What follows belongs to an exercise in optimizing a design on an open flow for small area; a production flow would make more cautious choices. The RTL was checked by simulation tests, not by an equivalence proof against the original design. Power and IR drop assume default switching activity.

### flow/design.v
module twms_decode (
  input  logic [1:0]  port,        
  input  logic [31:0] w,           
  input  logic        halted,
  input  logic [1:0]  avail,       
  output logic [4:0]  op,          
  output logic [3:0]  reason       
);
  localparam logic [1:0] P_HOST = 2'd0, P_ENV = 2'd1, P_SEV = 2'd2;
  localparam logic [4:0] OP_NONE = 5'd0,  OP_XSTART = 5'd1, OP_XSTAT = 5'd2,
                         OP_BUFWR = 5'd3, OP_BUFRD = 5'd4,  OP_EVPOST = 5'd5,
                         OP_EVCLR = 5'd6, OP_EVPEND = 5'd7, OP_EMBLK = 5'd8,
                         OP_EMUNBLK = 5'd9, OP_EMCDA = 5'd10, OP_EMSLEEP = 5'd11,
                         OP_SUBEV = 5'd12, OP_IRQRAISE = 5'd13, OP_IRQEN = 5'd14,
                         OP_IRQSTAT = 5'd15, OP_FSTAT = 5'd16, OP_WAKE = 5'd17;
  localparam int NBUS    = 2;
  localparam int NLEVELS = 5;
  localparam int NMAX    = 4;
  logic malformed, out_of_range, busy;
  logic bus_bad;
  assign bus_bad = (w[27:26] >= NBUS);
  always_comb begin
    op           = OP_NONE;
    malformed    = 1'b1;
    out_of_range = 1'b0;
    case (w[31:28])
      4'h1: begin
        op           = OP_XSTART;
        malformed    = (port != P_HOST) || (w[6:5] != 2'b0);
        out_of_range = bus_bad || (w[9:7] == 3'd0) || (w[9:7] > NMAX);
      end
      4'h2: begin
        op           = OP_XSTAT;
        malformed    = (port != P_HOST) || (w[25:0] != 26'b0);
        out_of_range = bus_bad;
      end
      4'h3: begin
        op           = OP_BUFWR;
        malformed    = (port != P_HOST) || (w[23:8] != 16'b0);
        out_of_range = bus_bad;
      end
      4'h4: begin
        op           = OP_BUFRD;
        malformed    = (port != P_HOST) || (w[25:0] != 26'b0);
        out_of_range = bus_bad;
      end
      4'h5: begin
        op        = OP_EVPOST;
        malformed = (port != P_HOST) || (w[27:5] != 23'b0);
      end
      4'h6: begin
        op        = OP_EVCLR;
        malformed = (port != P_HOST) || (w[27:5] != 23'b0);
      end
      4'h7: begin
        op        = OP_EVPEND;
        malformed = (port != P_HOST) || (w[27:0] != 28'b0);
      end
      4'h8: begin
        op           = OP_EMBLK;
        malformed    = (port != P_HOST) || (w[27:3] != 25'b0);
        out_of_range = (w[2:0] >= NLEVELS);
      end
      4'h9: begin
        op           = OP_EMUNBLK;
        malformed    = (port != P_HOST) || (w[27:3] != 25'b0);
        out_of_range = (w[2:0] >= NLEVELS);
      end
      4'hA: begin
        op        = OP_EMCDA;
        malformed = (port != P_HOST) || (w[27:0] != 28'b0);
      end
      4'hB: begin
        op        = OP_EMSLEEP;
        malformed = (port != P_HOST) || (w[27:0] != 28'b0);
      end
      4'hC: begin
        op           = OP_SUBEV;
        malformed    = (port != P_SEV) || (w[23:8] != 16'b0) || (w[25:24] == 2'd3) ||
                       ((w[25:24] != 2'd1) && (w[7:0] != 8'b0));
        out_of_range = bus_bad;
      end
      4'hD: begin
        case (w[25:24])
          2'd0: begin
            op           = OP_IRQRAISE;
            malformed    = (port != P_ENV) || (w[21:8] != 14'b0) || (w[23:22] == 2'd3) ||
                           ((w[23:22] != 2'd1) && (w[7:0] != 8'b0));
            out_of_range = bus_bad;
          end
          2'd1: begin
            op           = OP_IRQEN;
            malformed    = (port != P_HOST) || (w[23:3] != 21'b0);
            out_of_range = bus_bad;
          end
          2'd2: begin
            op           = OP_IRQSTAT;
            malformed    = (port != P_HOST) || (w[23:0] != 24'b0);
            out_of_range = bus_bad;
          end
          default: ;
        endcase
      end
      4'hE: begin
        case (w[27:24])
          4'd0: begin
            op        = OP_FSTAT;
            malformed = (port != P_HOST) || (w[23:0] != 24'b0);
          end
          4'd1: begin
            op        = OP_WAKE;
            malformed = (port != P_ENV) || (w[23:0] != 24'b0);
          end
          default: ;
        endcase
      end
      default: ;
    endcase
  end
  assign busy = ((op == OP_XSTART) || (op == OP_BUFWR)) && !avail[w[26]];
  always_comb begin
    if (halted && !((port == P_HOST) && (w == 32'hE000_0000)))
      reason = 4'd4;         
    else if (malformed)
      reason = 4'd1;         
    else if (out_of_range)
      reason = 4'd2;         
    else if (busy)
      reason = 4'd3;         
    else
      reason = 4'd0;
  end
endmodule
module twms (
  input  logic        clk,
  input  logic        rst,           
  input  logic        cmd_valid,
  input  logic [1:0]  cmd_port,      
  input  logic [31:0] cmd_word,
  output logic        rsp_valid,
  output logic        rsp_ok,
  output logic [31:0] rsp_data,
  output logic [1:0]  bo0_cnt,       
  output logic [10:0] bo0_act0,
  output logic [10:0] bo0_act1,
  output logic [1:0]  bo1_cnt,       
  output logic [10:0] bo1_act0,
  output logic [10:0] bo1_act1,
  output logic        sleep_valid,   
  output logic [2:0]  sleep_level,
  output logic        pwr_asleep,    
  output logic [2:0]  pwr_level,
  output logic        halt,          
  output logic [2:0]  fcode,
  output logic [7:0]  finfo
);
  localparam int NBUS             = 2;
  localparam int NLEVELS          = 5;
  localparam int VOTE_MAX         = 5;
  localparam int BUS_ACTIVE_LEVEL = 2;
  localparam logic [4:0] OP_XSTART = 5'd1, OP_XSTAT = 5'd2,
                         OP_BUFWR = 5'd3, OP_BUFRD = 5'd4,  OP_EVPOST = 5'd5,
                         OP_EVCLR = 5'd6, OP_EVPEND = 5'd7, OP_EMBLK = 5'd8,
                         OP_EMUNBLK = 5'd9, OP_EMCDA = 5'd10, OP_EMSLEEP = 5'd11,
                         OP_SUBEV = 5'd12, OP_IRQRAISE = 5'd13, OP_IRQEN = 5'd14,
                         OP_IRQSTAT = 5'd15, OP_FSTAT = 5'd16, OP_WAKE = 5'd17;
  localparam logic [2:0] S_IDLE = 3'd0, S_ADDR_ACK = 3'd1, S_REG_ACK = 3'd2,
                         S_RESTART_ACK = 3'd3, S_WRITING = 3'd4, S_RECEIVING = 3'd5,
                         S_AWAIT_STOP = 3'd6;
  localparam logic [1:0] K_ACK = 2'd0, K_RX = 2'd1, K_STOP = 2'd2;
  localparam logic [10:0] BA_START = 11'h000, BA_STOP = 11'h100,
                          BA_ACK = 11'h200, BA_NACK = 11'h300, BA_TX = 11'h400;
  logic [NBUS-1:0][2:0]  state_q,  state_d;
  logic [NBUS-1:0]       avail_q,  avail_d;
  logic [NBUS-1:0]       mode_q,   mode_d;
  logic [NBUS-1:0][6:0]  paddr_q,  paddr_d;
  logic [NBUS-1:0][7:0]  raddr_q,  raddr_d;
  logic [NBUS-1:0][2:0]  rem_q,    rem_d;
  logic [NBUS-1:0][31:0] buf_q,    buf_d;
  logic [NBUS-1:0][4:0]  evid_q,   evid_d;
  logic [NBUS-1:0][2:0]  if_q,     if_d;
  logic [NBUS-1:0][2:0]  ien_q,    ien_d;
  logic [NBUS-1:0][7:0]  rxdata_q, rxdata_d;
  logic [31:0]             ev_q,   ev_d;
  logic [NLEVELS-1:0][7:0] vote_q, vote_d;
  logic                    halt_q, halt_d;
  logic [2:0]              fcode_q, fcode_d;
  logic [7:0]              finfo_q, finfo_d;
  logic                    asleep_q, asleep_d;
  logic [2:0]              plevel_q, plevel_d;
  logic                  rsp_valid_q, rsp_valid_d;
  logic                  rsp_ok_q,    rsp_ok_d;
  logic [31:0]           rsp_data_q,  rsp_data_d;
  logic [NBUS-1:0][1:0]  bo_cnt_q,    bo_cnt_d;
  logic [NBUS-1:0][10:0] bo_a0_q,     bo_a0_d;
  logic [NBUS-1:0][10:0] bo_a1_q,     bo_a1_d;
  logic                  slp_valid_q, slp_valid_d;
  logic [2:0]            slp_level_q, slp_level_d;
  logic [4:0] op;
  logic [3:0] reason;
  twms_decode u_decode (
    .port   (cmd_port),
    .w      (cmd_word),
    .halted (halt_q),
    .avail  (avail_q),
    .op     (op),
    .reason (reason)
  );
  logic       c_bus;
  logic [1:0] c_lane;
  logic [4:0] c_evid;
  logic [2:0] c_level;
  assign c_bus   = cmd_word[26];    
  assign c_lane  = cmd_word[25:24];
  assign c_evid  = cmd_word[4:0];
  assign c_level = cmd_word[2:0];
  logic [2:0] cda;
  always_comb begin
    cda = 3'(NLEVELS - 1);
    for (int l = NLEVELS - 1; l >= 0; l--)
      if (vote_q[l] != 8'd0) cda = 3'(l);
  end
  logic       dlv_any;
  logic       dlv_bus;
  logic [1:0] dlv_kind;
  always_comb begin
    logic [2:0] pend;
    dlv_any  = 1'b0;
    dlv_bus  = 1'b0;
    dlv_kind = K_ACK;
    for (int b = NBUS - 1; b >= 0; b--)
      if ((if_q[b] & ien_q[b]) != 3'b0) begin
        dlv_any = 1'b1;
        dlv_bus = b[0];
      end
    pend = if_q[dlv_bus] & ien_q[dlv_bus];
    if (pend[0])      dlv_kind = K_ACK;
    else if (pend[1]) dlv_kind = K_RX;
    else              dlv_kind = K_STOP;
  end
  logic       sub_go;       
  logic       sub_b;
  logic [1:0] sub_k;
  logic [7:0] sub_v;
  logic       fatal;
  logic [2:0] fatal_code;
  logic [7:0] fatal_info;
  logic [2:0] rem_new;
  always_comb begin
    state_d  = state_q;
    avail_d  = avail_q;
    mode_d   = mode_q;
    paddr_d  = paddr_q;
    raddr_d  = raddr_q;
    rem_d    = rem_q;
    buf_d    = buf_q;
    evid_d   = evid_q;
    if_d     = if_q;
    ien_d    = ien_q;
    rxdata_d = rxdata_q;
    ev_d     = ev_q;
    vote_d   = vote_q;
    halt_d   = halt_q;
    fcode_d  = fcode_q;
    finfo_d  = finfo_q;
    asleep_d = asleep_q;
    plevel_d = plevel_q;
    rsp_valid_d = 1'b0;
    rsp_ok_d    = 1'b0;
    rsp_data_d  = 32'b0;
    bo_cnt_d    = '0;
    bo_a0_d     = '0;
    bo_a1_d     = '0;
    slp_valid_d = 1'b0;
    slp_level_d = 3'b0;
    sub_go     = 1'b0;
    sub_b      = 1'b0;
    sub_k      = K_ACK;
    sub_v      = 8'b0;
    fatal      = 1'b0;
    fatal_code = 3'd0;
    fatal_info = 8'd0;
    rem_new    = 3'd0;
    if (cmd_valid) begin
      rsp_valid_d = 1'b1;
      if (reason != 4'd0) begin
        rsp_ok_d   = 1'b0;
        rsp_data_d = {28'b0, reason};
      end else begin
        rsp_ok_d = 1'b1;
        case (op)
          OP_XSTART: begin
            if (vote_q[BUS_ACTIVE_LEVEL] == 8'(VOTE_MAX)) begin
              fatal      = 1'b1;
              fatal_code = 3'd3;
              fatal_info = 8'(BUS_ACTIVE_LEVEL);
            end else begin
              vote_d[BUS_ACTIVE_LEVEL] = vote_q[BUS_ACTIVE_LEVEL] + 8'd1;
              avail_d[c_bus] = 1'b0;
              mode_d[c_bus]  = cmd_word[25];
              paddr_d[c_bus] = cmd_word[24:18];
              raddr_d[c_bus] = cmd_word[17:10];
              rem_d[c_bus]   = cmd_word[9:7];
              evid_d[c_bus]  = cmd_word[4:0];
              state_d[c_bus] = S_ADDR_ACK;
              bo_cnt_d[c_bus] = 2'd2;
              bo_a0_d[c_bus]  = BA_START;
              bo_a1_d[c_bus]  = BA_TX | {3'b0, cmd_word[24:18], 1'b0};
            end
          end
          OP_XSTAT:
            rsp_data_d = {24'b0, mode_q[c_bus], rem_q[c_bus], state_q[c_bus], avail_q[c_bus]};
          OP_BUFWR:
            buf_d[c_bus][8*c_lane +: 8] = cmd_word[7:0];
          OP_BUFRD:
            rsp_data_d = buf_q[c_bus];
          OP_EVPOST:
            ev_d[c_evid] = 1'b1;
          OP_EVCLR:
            ev_d[c_evid] = 1'b0;
          OP_EVPEND:
            rsp_data_d = ev_q;
          OP_EMBLK: begin
            if (vote_q[c_level] == 8'(VOTE_MAX)) begin
              fatal      = 1'b1;
              fatal_code = 3'd3;
              fatal_info = {5'b0, c_level};
            end else begin
              vote_d[c_level] = vote_q[c_level] + 8'd1;
            end
          end
          OP_EMUNBLK: begin
            if (vote_q[c_level] == 8'd0) begin
              fatal      = 1'b1;
              fatal_code = 3'd2;
              fatal_info = {5'b0, c_level};
            end else begin
              vote_d[c_level] = vote_q[c_level] - 8'd1;
            end
          end
          OP_EMCDA:
            rsp_data_d = {29'b0, cda};
          OP_EMSLEEP: begin
            slp_valid_d = 1'b1;
            slp_level_d = cda;
            asleep_d    = 1'b1;
            plevel_d    = cda;
            rsp_data_d  = {29'b0, cda};
          end
          OP_SUBEV: begin
            sub_go = 1'b1;
            sub_b  = c_bus;
            sub_k  = cmd_word[25:24];
            sub_v  = cmd_word[7:0];
          end
          OP_IRQRAISE: begin
            if_d[c_bus][cmd_word[23:22]] = 1'b1;
            if (cmd_word[23:22] == K_RX)
              rxdata_d[c_bus] = cmd_word[7:0];
          end
          OP_IRQEN:
            ien_d[c_bus] = cmd_word[2:0];
          OP_IRQSTAT:
            rsp_data_d = {16'b0, rxdata_q[c_bus], 2'b0, ien_q[c_bus], if_q[c_bus]};
          OP_FSTAT:
            rsp_data_d = {16'b0, finfo_q, 4'b0, fcode_q, halt_q};
          OP_WAKE:
            asleep_d = 1'b0;
          default: ;
        endcase
      end
    end else if (!halt_q && dlv_any) begin
      if_d[dlv_bus][dlv_kind] = 1'b0;
      sub_go = 1'b1;
      sub_b  = dlv_bus;
      sub_k  = dlv_kind;
      sub_v  = (dlv_kind == K_RX) ? rxdata_q[dlv_bus] : 8'b0;
    end
    if (sub_go) begin
      asleep_d = 1'b0;
      rem_new  = rem_q[sub_b] - 3'd1;
      if (state_q[sub_b] == S_ADDR_ACK && sub_k == K_ACK) begin
        bo_cnt_d[sub_b] = 2'd1;
        bo_a0_d[sub_b]  = BA_TX | {3'b0, raddr_q[sub_b]};
        state_d[sub_b]  = mode_q[sub_b] ? S_REG_ACK : S_WRITING;
      end else if (state_q[sub_b] == S_REG_ACK && sub_k == K_ACK) begin
        bo_cnt_d[sub_b] = 2'd2;
        bo_a0_d[sub_b]  = BA_START;
        bo_a1_d[sub_b]  = BA_TX | {3'b0, paddr_q[sub_b], 1'b1};
        state_d[sub_b]  = S_RESTART_ACK;
      end else if (state_q[sub_b] == S_RESTART_ACK && sub_k == K_ACK) begin
        state_d[sub_b] = S_RECEIVING;
      end else if ((state_q[sub_b] == S_RESTART_ACK || state_q[sub_b] == S_RECEIVING) &&
                   sub_k == K_RX) begin
        rem_d[sub_b] = rem_new;
        buf_d[sub_b][8*rem_new[1:0] +: 8] = sub_v;
        if (rem_new != 3'd0) begin
          bo_cnt_d[sub_b] = 2'd1;
          bo_a0_d[sub_b]  = BA_ACK;
          state_d[sub_b]  = S_RECEIVING;
        end else begin
          bo_cnt_d[sub_b] = 2'd2;
          bo_a0_d[sub_b]  = BA_NACK;
          bo_a1_d[sub_b]  = BA_STOP;
          state_d[sub_b]  = S_AWAIT_STOP;
        end
      end else if (state_q[sub_b] == S_WRITING && sub_k == K_ACK) begin
        rem_d[sub_b]    = rem_new;
        bo_a0_d[sub_b]  = BA_TX | {3'b0, buf_q[sub_b][8*rem_new[1:0] +: 8]};
        if (rem_new == 3'd0) begin
          bo_cnt_d[sub_b] = 2'd2;
          bo_a1_d[sub_b]  = BA_STOP;
          state_d[sub_b]  = S_AWAIT_STOP;
        end else begin
          bo_cnt_d[sub_b] = 2'd1;
        end
      end else if (state_q[sub_b] == S_AWAIT_STOP && sub_k == K_STOP) begin
        if (vote_q[BUS_ACTIVE_LEVEL] == 8'd0) begin
          fatal      = 1'b1;
          fatal_code = 3'd2;
          fatal_info = 8'(BUS_ACTIVE_LEVEL);
        end else begin
          vote_d[BUS_ACTIVE_LEVEL] = vote_q[BUS_ACTIVE_LEVEL] - 8'd1;
          avail_d[sub_b] = 1'b1;
          state_d[sub_b] = S_IDLE;
          ev_d[evid_q[sub_b]] = 1'b1;
        end
      end else begin
        fatal      = 1'b1;
        fatal_code = 3'd1;
        fatal_info = {1'b0, 1'b0, sub_b, state_q[sub_b], sub_k};
      end
    end
    if (fatal) begin
      state_d  = state_q;
      avail_d  = avail_q;
      rem_d    = rem_q;
      buf_d    = buf_q;
      ev_d     = ev_q;
      vote_d   = vote_q;
      bo_cnt_d = '0;
      bo_a0_d  = '0;
      bo_a1_d  = '0;
      halt_d   = 1'b1;
      fcode_d  = fatal_code;
      finfo_d  = fatal_info;
      if (cmd_valid) begin
        rsp_ok_d   = 1'b0;
        rsp_data_d = 32'd5;    
      end
    end
  end
  always_ff @(posedge clk) begin
    if (rst) begin
      state_q     <= '0;
      avail_q     <= '1;
      mode_q      <= '0;
      paddr_q     <= '0;
      raddr_q     <= '0;
      rem_q       <= '0;
      buf_q       <= '0;
      evid_q      <= '0;
      if_q        <= '0;
      ien_q       <= '1;
      rxdata_q    <= '0;
      ev_q        <= '0;
      vote_q      <= '0;
      halt_q      <= 1'b0;
      fcode_q     <= 3'd0;
      finfo_q     <= 8'd0;
      asleep_q    <= 1'b0;
      plevel_q    <= 3'd0;
      rsp_valid_q <= 1'b0;
      rsp_ok_q    <= 1'b0;
      rsp_data_q  <= 32'b0;
      bo_cnt_q    <= '0;
      bo_a0_q     <= '0;
      bo_a1_q     <= '0;
      slp_valid_q <= 1'b0;
      slp_level_q <= 3'b0;
    end else begin
      state_q     <= state_d;
      avail_q     <= avail_d;
      mode_q      <= mode_d;
      paddr_q     <= paddr_d;
      raddr_q     <= raddr_d;
      rem_q       <= rem_d;
      buf_q       <= buf_d;
      evid_q      <= evid_d;
      if_q        <= if_d;
      ien_q       <= ien_d;
      rxdata_q    <= rxdata_d;
      ev_q        <= ev_d;
      vote_q      <= vote_d;
      halt_q      <= halt_d;
      fcode_q     <= fcode_d;
      finfo_q     <= finfo_d;
      asleep_q    <= asleep_d;
      plevel_q    <= plevel_d;
      rsp_valid_q <= rsp_valid_d;
      rsp_ok_q    <= rsp_ok_d;
      rsp_data_q  <= rsp_data_d;
      bo_cnt_q    <= bo_cnt_d;
      bo_a0_q     <= bo_a0_d;
      bo_a1_q     <= bo_a1_d;
      slp_valid_q <= slp_valid_d;
      slp_level_q <= slp_level_d;
    end
  end
  assign rsp_valid   = rsp_valid_q;
  assign rsp_ok      = rsp_ok_q;
  assign rsp_data    = rsp_data_q;
  assign bo0_cnt     = bo_cnt_q[0];
  assign bo0_act0    = bo_a0_q[0];
  assign bo0_act1    = bo_a1_q[0];
  assign bo1_cnt     = bo_cnt_q[1];
  assign bo1_act0    = bo_a0_q[1];
  assign bo1_act1    = bo_a1_q[1];
  assign sleep_valid = slp_valid_q;
  assign sleep_level = slp_level_q;
  assign pwr_asleep  = asleep_q;
  assign pwr_level   = plevel_q;
  assign halt        = halt_q;
  assign fcode       = fcode_q;
  assign finfo       = finfo_q;
endmodule
### flow/config.mk
export PLATFORM = sky130hd
export DESIGN_NAME = twms
export DESIGN_NICKNAME = twms
export VERILOG_FILES = /design/flow/design.v
export SDC_FILE = /design/flow/constraint.sdc
export NUM_CORES = 4
export LEC_CHECK = 0
export CAP_MARGIN = 20
export CORE_MARGIN = 2
export CORE_UTILIZATION = 40
export PLACE_DENSITY = 0.6
export SLEW_MARGIN = 20
### flow/constraint.sdc
create_clock -name core_clock -period 10.0 [get_ports {clk}]
set_input_delay 2.0000 -clock core_clock [delete_from_list [all_inputs] [get_ports {clk}]]
set_output_delay 2.0000 -clock core_clock [all_outputs]
set_load 0.01 [all_outputs]
### flow/run.sh
#!/bin/bash
# synth_recipe.tcl (not shown) runs the flow's synth.tcl, then flattens the netlist and writes it again
# the make line also repeats each setting of config.mk as NAME=value (left out here)
make -C /OpenROAD-flow-scripts/flow DESIGN_CONFIG=/design/flow/config.mk WORK_HOME=/design/flow/orfs CLKGATE_MAP_FILE= SYNTH_SCRIPT=/design/flow/synth_recipe.tcl finish
==> summary.txt <==
==> area by class of cell <==
cell class                 count  area [um^2]
inverter                      51          191
multi-input combinational   1723        11000
tap                          592          741
sequential                   317         6350
fill                        4356        23400
timing repair buffer         159         1520
clock buffer                  49         1060
clock inverter                19          258
==> cell families after synthesis <==
kind of cell	count (synthesis)
muxes	158
adders and majority gates	45
DFF	317
and+or+nand+nor	846
AOI/OAI and AO/OA	638
other	1
xor gates and xnor gates	31
buffers and inverters	200
==> how the worst max path moves through the flow <==
stage / startpoint / cells after the start / slack, ns / end
final: cmd_word[24] / 18 / 1.80 / buf_q[26]$_SDFFE_PP0P_
after CTS: cmd_word[24] / 18 / 1.98 / buf_q[62]$_SDFFE_PP0P_
after global placement: cmd_word[24] / 17 / 1.63 / buf_q[62]$_SDFFE_PP0P_
after floorplan: cmd_word[0] / 22 / 2.76 / buf_q[60]$_SDFFE_PP0P_
after global routing: cmd_word[25] / 18 / 1.54 / buf_q[62]$_SDFFE_PP0P_
after detailed placement: cmd_word[24] / 18 / 1.40 / buf_q[62]$_SDFFE_PP0P_
==> power groups by stage <==
stage | clock, uW | combinational [uW] | sequential [uW]
2_1_floorplan | 0 | 153 | 1290
3_3_place_gp | 0 | 238 | 1300
3_5_place_dp | 0 | 237 | 1300
4_1_cts | 1510 | 239 | 1270
5_1_grt | 1560 | 260 | 1270
6_report | 1480 | 245 | 1270
==> worst max-delay path, delay by kind of cell <==
family	cells	cell delay, ns
adder cells (fa/ha/maj)	3	1.55
buffers and inverters	4	1.65
AND/OR/NAND/NOR	9	2.96
AO/OA/AOI/OAI	2	0.44
==> per-stage QoR <==
stage	hold WS (ns)	power [uW]	instance area [um^2]	utilization [%]	worst slack [ns]
5_1_grt	0.462	3090	21100	47.4	1.54
4_1_cts	0.451	3010	21100	47.4	1.98
3_5_place_dp	0.443	1530	19800	44.4	1.40
6_report	0.449	3000	21100	47.4	1.80
3_3_place_gp	0.438	1530	19800	44.4	1.63
2_1_floorplan	0.426	1450	18100	-	2.76
==> layer usage <==
metal  vias to the layer above  part of all wire, %
li1                       8222                    -
met4                         4                  3.9
met2                       980                   44
met1                      8796                   43
met5                         -                0.081
met3                       178                  9.4
==> cells in the mapped netlist, types with 34 or more instances <==
master    count
ha_1         44
nand2_1     267
a22oi_1      50
mux2_2       56
inv_1        44
a21oi_1     259
nand2b_1     34
a211oi_1     53
clkbuf_1    108
dfxtp_1     317
nor2_1      264
mux2i_1      85
o21ai_0      68
nor3_1       48
o22ai_1      35
==> layout by cell type (no fill, tap or decap), types with 11 or more instances in the layout <==
cell | Yosys | routed
dfxtp_1 | 317 | 317
nand2_1 | 267 | 266
nor2_1 | 264 | 261
a21oi_1 | 259 | 259
clkdlybuf4s50_1 | 0 | 130
mux2i_1 | 85 | 85
o21ai_0 | 68 | 68
mux2_2 | 56 | 56
a211oi_1 | 53 | 53
a22oi_1 | 50 | 50
nor3_1 | 48 | 46
inv_1 | 44 | 44
ha_1 | 44 | 44
clkbuf_16 | 0 | 39
o22ai_1 | 35 | 35
nand2b_1 | 34 | 34
nand3_1 | 31 | 31
nor2b_1 | 31 | 30
buf_4 | 6 | 26
nor4_1 | 23 | 23
xnor2_1 | 22 | 22
and2_1 | 21 | 21
nand4_1 | 19 | 19
a222oi_1 | 18 | 18
and3_1 | 16 | 16
mux4_2 | 16 | 16
a31oi_1 | 13 | 13
a211o_1 | 12 | 12
o31ai_1 | 12 | 12
or3_1 | 11 | 11
==> flow_results.org <==
** Floorplan
- The floorplan step set the die width to around 220 um.
- In this run the standard cell core region covers ~45,000 um^2.
- Once the floorplan was initialized, standard cells occupied between 40% and 50% of the core.
- The floorplan has between 70 and 80 rows.
- The floorplan step set the die height to ~220 um.
- In this run the count of I/O pins placed on the die edge is between 100 and 150.
- Overall die area :: 47,000 um^2

** Clock network
- After clock tree synthesis, the clock-pin slew on the worst setup and hold paths is around 0.060 ns.
- Clock tree root buffer cell :: clkbuf_16
- Counting the buffers created by CTS gives 37.
- Clock latency on the worst-skew pair :: between 0.5 and 0.6 ns
- Number of buffers on the longest clock path :: 3
- CTS Hold Bufs :: 0
- In this run the post-CTS setup repair buffer count came out at 0.
- CTS tree :: built
- Post-CTS repair changed the size of 0 cells.
- In this run the number of H-tree levels came out at 2.
- Total number of clock tree sinks :: 317

** Logic synthesis
- In this run the mean area of a mapped cell was between 8 and 9 um^2.
- Cell variety after synth :: 111
- The largest total area in the synthesized netlist belongs to dfxtp_1.
- Summing the areas of all xor and xnor instances in the mapped netlist gives under 10% of the synthesized area.
- Compound-cell area share of the yosys netlist :: about 23%
- The synthesized design contains 0 enable-type register cells.
- After synthesis, flip-flops and latches occupy between 30% and 40% of the total area.
- Simple logic cell fraction of the synthesized area :: between 20% and 30%
- Proportion of synthesized area in mux cells :: between 10% and 20%
- Dominant synthesized flop cell :: dfxtp_1
- By area, the combinational part of the netlist is dominated by simple AND/OR/NAND/NOR gates.
- After synthesis, the largest area contributor takes up 35.0% of total cell area.
- Yosys printed 2 warnings.
- Synthesis produced a netlist whose cell count is roughly 2,200.
- After Yosys synthesis, full adders, half adders and majority gates account for roughly 3.1% of the synthesized area.
- Synth top area cells :: dfxtp_1 (35%), a21oi_1 (7.2%), nand2_1 (5.5%), nor2_1 (5.5%), mux2i_1 (4.7%)
- In this run, synthesis produced a sequential element count of around 320.
- The cell area that synthesis handed to floorplanning was ~18,000 um^2.
- For this run, asynchronously set or reset flops after synthesis account for 0%.

** Power and ir drop
- For this design the total switching power over the nets is 754 uW.
- In this run the power density over the cells is roughly 140 nW/um^2.
- In this run, the combinational gates consume about 8.2% of the power.
- Sw Share :: between 20 and 30%
- Reg power frac :: 42.3%
- IR analysis of the VDD net gives a maximum drop of between 0.1 and 0.15 mV.
- Internal Dissipation :: around 2200 uW
- The analysis attributes to cell leakage a power of around 0.0076 uW.
- The clock network burns 49.5% of the power.

** Cells and area
- Leaving out filler cells and counting taps, the final layout contains 2,910.
- Of the cells placed in the final design, the portion with a size suffix greater than 1 is approximately a tenth.
- Final #Nets :: about 2,400
- The repair_antennas step left the layout with diodes totalling 0.
- Area growth from synthesis to layout :: 16.5%

** STA
- Slew at the pin closest to its max-slew limit :: approximately 1.2 ns
- TNS Setup :: 0 ns
- In this run the tightest slew margin relative to its limit is approximately a fifth.
- The smallest clock period supported by the final layout is computed as about 8.2 ns.
- Final count of pins violating max slew :: 0
- Across the routed clock network, the largest skew measured is 0.0167 ns.
- Highest clock frequency the design can meet :: roughly 120 MHz
- Setup-failing EPs final :: 0
- The number of hold violations in the final report came to 0.
- Ratio of final minimum period to clock period :: just over 80%
- RSZ-0062 raised after global routing :: no

** Critical path
- Cell type of the slowest stage on the worst timing path :: clkdlybuf4s50_1
- Critical Path Sink Type :: flop
- Worst Reg2Reg Path Length in Cells :: 13
- The signal on the critical path passes through clkdlybuf4s50_1, inv_1, ha_1, inv_1, nor4_4, a31oi_1, or3_1, or3_4, nand2_4, inv_2, nand2_1, nand2_2, ha_1, nand3b_1, ha_1, nor2_1, nand2_1, a211oi_1.
- The critical path is of the in2reg type.
- Across all register-to-register paths, the minimum setup slack is 4.22 ns.
- STA classifies the critical path startpoint as a primary input.
- Worst flop-to-flop path endpoint :: buf_q[26]$_SDFFE_PP0P_
- Worst-path fanout max :: 25
- Required arrival time at the worst endpoint :: about 10 ns
- Data on the critical path arrives at its endpoint at roughly 8.7 ns.
- By instance count, the cell type seen most on the critical path is ha_1.
- In this design, the stage delay of the slowest critical-path cell is slightly below 0.8 ns.

** Global route
- Wire length of the first global-routing pass :: between 100,000 and 150,000 um
- Entering global routing, the biggest net connects 77 pins.
- Global routing's busiest layer :: met2
- Global routing finished with a remaining overflow of 0.
- Met2 GRT Util :: a little under half
- Global routing used 41.4% of the available met1 tracks.
- The number of global-route vias before repair is between 15,000 and 20,000.
- Across every metal layer, demand over resource in global routing totals 30.4%.
- Antenna violations before repair :: 2
- Global routing consumed, on the met3 layer, under 10% of the routing resources.

** Route
- Detailed-route via count :: around 18,000
- Average routed wire per standard cell :: roughly 25 um
- Vias per inst :: between 6 and 7
- Wire length after detailed routing :: about 73,000 um
- Length of the first detailed-routing pass in iterations :: 9
- After detailed routing, the number of remaining DRC violations is 0.
- Number of antenna-violating nets in the routed design :: 0
- Number of design-rule violations left by the first detailed-router iteration :: about 2,100

** Placed design
- Number of buffers inserted by port buffering :: approximately 130
- Dpl hpwl :: 53,000 um
- At the end of routability-driven placement, the weighted congestion stood at slightly below 1.
- DP Cell Count :: roughly 2,800

** Job
- Max-capacitance violation count :: 0

** Hold path
- Worst hold path type :: reg2reg
- The worst hold path passes through 2 cells.

** Outcome
- The run finished with no timing, DRC or antenna violations.

-- afterwards: timing with drivers on the ports --
The results above use ideal ports. As a check the final layout listed here was re-extracted and re-timed, cells and wires unchanged.
Step 1, drivers: a clkbuf_16 drives clk and a buf_2 each remaining input, both assumed.
Step 2 moves the port delays by t, midway between the first and last clock arrival at a register: inputs arrive t later, outputs are due t later. That takes back most of the time a late clock gives input paths.
Three values: ideal ports, drivers, drivers and shift; two values: the first two.
t (ns): 0.619
setup WS [ns]: 1.796 / 1.831 / 1.212
hold slack, ns: 0.449 / 0.449 / 0.449
After both steps setup and hold are still met in this run. For this run, drivers alone change the setup slack by +0.035 ns; drivers and shift together by -0.584 ns.
